Context: an optimization exercise on an open-source flow, tuned for small area. The choices shown serve that exercise and are no tape-out recipe. Only simulation tests tie the RTL to the original design; equivalence was not proved. No activity file was given, so power comes from the tool's default toggle rates.

north:
Design ecm_fce, start of the top module:
module ecm_fce (
    input  logic        clk,
    input  logic        rst,       
    input  logic        req,
    input  logic        we,
    input  logic [7:0]  addr,
    input  logic [31:0] wdata,
    output logic        ack,
    output logic        err,
    output logic [31:0] rdata
);
export LEC_CHECK = 0
export CAP_MARGIN = 30
export CORE_MARGIN = 2
export CORE_UTILIZATION = 50
export CTS_BUF_LIST = sky130_fd_sc_hd__clkbuf_8
export CTS_CLUSTER_DIAMETER = 60
export CTS_CLUSTER_SIZE = 18
export SLEW_MARGIN = 40
create_clock -name core_clock -period 8.0 [get_ports {clk}]
standard.sh (not shown) runs the stock make flow with config.mk's settings and CLKGATE_MAP_FILE= SYNTH_SCRIPT=/design/flow/synth_recipe.tcl, a recipe that flattens the netlist after the stock synthesis.
==> flow/flow/run.sh <==
#!/bin/bash
# Own layout flow: the standard flow (standard.sh) with two changes made
# through ORFS's own variables:
#  - the port buffers that buffer_ports inserts are buf_1 cells;
#  - clock tree synthesis runs without dummy loads.
# Each tool's full output goes to standard.log in the work folder.
set -euo pipefail
export BUFFER_PORTS_ARGS="-buffer_cell sky130_fd_sc_hd__buf_1"
export CTS_ARGS="-sink_clustering_enable -repair_clock_nets -dont_use_dummy_load -buf_list sky130_fd_sc_hd__clkbuf_8 -sink_clustering_size 18 -sink_clustering_max_diameter 60"
bash standard.sh > standard.log 2>&1
## Diff of input files: south against north
--- a/flow/design.v
+++ b/flow/design.v
@@ -23,25 +23,25 @@
     logic [NM-1:0][32:0] m;
     logic [63:0][7:0]    lr;
     logic [4:0]  pos;      
     logic [5:0]  lpos;     
     wire  [32:0] H  = m[NM-1];
     wire  [7:0]  LB = lr[63];
     wire         h_data = !pos[4];       
     logic [2:0]  st_err;
     logic [2:0]  st_cause;
     logic [4:0]  st_index;
     typedef enum logic [3:0] {
         T_CLR, T_IDLE, T_DONE,
-        T_EWAIT, T_EWR,
+        T_EWAIT, T_ECHK, T_EWR,
         T_DWAIT, T_DEC,
         T_PLL, T_PWAIT, T_PVAL, T_PCAP, T_PGAP, T_PFIN, T_PFILL, T_SWAIT
     } state_t;
     state_t state;
     logic        clr_cmd;      
     logic        cmd_v;        
     logic        cmd_pe;       
     logic        w_go;         
     logic [6:0]  ln;           
     wire  [6:0]  ll     = ln;
     wire  [3:0]  lenlo  = ln[3:0];
     wire         lenbig = ln[4];
@@ -152,25 +152,25 @@
     always_comb
         case (pos[1:0])
             2'd0: d_byte = m[8][7:0];
             2'd1: d_byte = m[9][15:8];
             2'd2: d_byte = m[10][23:16];
             default: d_byte = m[11][31:24];
         endcase
     wire [3:0] dec_L    = m[3][3:0];                
     wire       dec_f1   = (m[2][31:0] != 32'd16);
     wire       dec_f2   = (dec_L > 4'd8);
     wire       dec_chk  = (state == T_DEC) && (pos == S_BUS);
     wire       dec_fail = dec_chk && (dec_f1 || dec_f2);
-    wire st_ewr  = (state == T_EWR) && (st_err == 3'd0);
+    wire st_ewr  = (state == T_EWR);
     wire dec_ok  = (state == T_DEC) && !dec_fail;
     wire s_clr   = (state == T_CLR);
     wire s_dg0   = st_ewr && (pos == S_DG0);
     wire s_dg1   = st_ewr && (pos == S_DG1);
     wire s_ew    = st_ewr && (pos == S_DG2 || pos == S_DG3);
     wire s_dgl   = st_ewr && (pos == S_DGLEN);
     wire s_dbus  = dec_ok && (pos == S_BUS);
     wire s_dlen  = dec_ok && (pos == S_LEN);
     wire s_dcan  = dec_ok && (pos == S_CAN);
     wire s_ddat  = dec_ok && h_data;
     wire s_dd    = s_ddat && !pos[3] && ({1'b0, pos[2:0]} < lenlo);
     wire s_acc   = wr_p0;
@@ -233,25 +233,25 @@
         end else if (pos == S_LEN) begin
             e_fail  = (H[31:4] != 0);
             e_cause = 3'd3;
         end else if (h_data) begin
             e_fail  = !lenbig && (pos[3:0] < lenlo) && (H[32] || (H[31:8] != 0));
         end
     end
     always_ff @(posedge clk) begin
         pos  <= (pos == 5'(NM-1)) ? 5'd0 : pos + 5'd1;
         lpos <= lpos + 6'd1;
         if (line_wr || wide_wr)
             w_go <= !(line_wack || wide_wack);
-        if (state == T_EWR && pos == S_LEN)
+        if ((state == T_ECHK || state == T_EWR) && pos == S_LEN)
             ln <= {2'd0, H[31:4] != 0, H[3:0]};
         case (state)
             T_CLR: begin
                 if (last) begin
                     if (clr_cmd) state <= T_DONE;
                     else         state <= T_IDLE;
                 end
             end
             T_IDLE: begin
                 if (cmd_wr) begin
                     cmd_v   <= wdata[4];
                     cmd_pe  <= (wdata[3:0] == 4'h4);
@@ -265,34 +265,37 @@
                         32'h03, 32'h14, 32'h04: state <= T_PLL;
                         32'h0F:         state <= T_SWAIT;
                         default: st_err <= 3'd4;
                     endcase
                 end
             end
             T_DONE:
                 state <= T_IDLE;
             T_SWAIT:
                 if (last) state <= T_CLR;
             T_EWAIT:
                 if (pos == S_LL)
-                    state <= T_EWR;
-            T_EWR: begin
-                if (cmd_v && e_fail && (st_err == 3'd0 || pos == S_CAN)) begin
+                    state <= cmd_v ? T_ECHK : T_EWR;
+            T_ECHK: begin
+                if (e_fail && (st_err == 3'd0 || pos == S_CAN)) begin
                     st_err   <= 3'd1;
                     st_cause <= e_cause;
                     st_index <= (e_cause == 3'd4) ? {1'b0, pos[3:0]} : 5'd0;
                 end
                 if (pos == S_LL)
-                    state <= T_DONE;
+                    state <= (st_err != 3'd0) ? T_DONE : T_EWR;
             end
+            T_EWR:
+                if (pos == S_LL)
+                    state <= T_DONE;
             T_DWAIT:
                 if (pos == S_LL)
                     state <= T_DEC;
             T_DEC: begin
                 if (dec_chk) begin
                     ln[3:0] <= dec_L;
                     if (dec_f1) begin
                         st_err <= 3'd3; st_cause <= 3'd1;
                         state  <= T_DONE;
                     end else if (dec_f2) begin
                         st_err <= 3'd3; st_cause <= 3'd2; st_index <= {1'b0, dec_L};
                         state  <= T_DONE;
Findings:
- Taking north as the reference point, the area of placed instances of south rises by 360 sq um.
- south ended with more internal power summed over all cells than north.
- Highest cell delay on the worst timing path: north and south compared, higher one is south
- Result: PASS for each of north and south
- Higher transition at the pin with the smallest max-transition slack among north and south: south
- north ended up with fewer cell instances than south did.
- In the flow results for north and south, the via count is smaller on north.
- Clock skew: south < north
- When south is set beside north, its count of clock-net buffers in the final layout turns out to be 1 smaller.
- Diff north -> south | synthesized area | increase of about 1%

-- re-timing with driven ports --
No port has a modelled driver above. Below, the same layouts with a new extraction and two added sets of constraints. Step 1 assumes that a clkbuf_16 drives the clock port and a buf_2 every other input. Step 2 also shifts input and output timing later by t, the mid clock arrival at the registers, as if the neighbouring blocks saw the same clock. a / b / c = ideal / step 1 / step 2; a / b = the first two.
| run | t (ns) | setup slack, ns | clock arrival spread, ns | slew at the worst register clock pin (ns) | worst data-port slew with drivers (ns) |
|---|---|---|---|---|---|
| north | 0.755 | 1.477 / 1.477 / 1.477 | 0.142 / 0.142 | 0.11 / 0.11 | 0.12 |
| south | 0.741 | 1.626 / 1.626 / 1.626 | 0.108 / 0.108 | 0.11 / 0.11 | 0.14 |
After both steps every run listed still meets setup and hold.
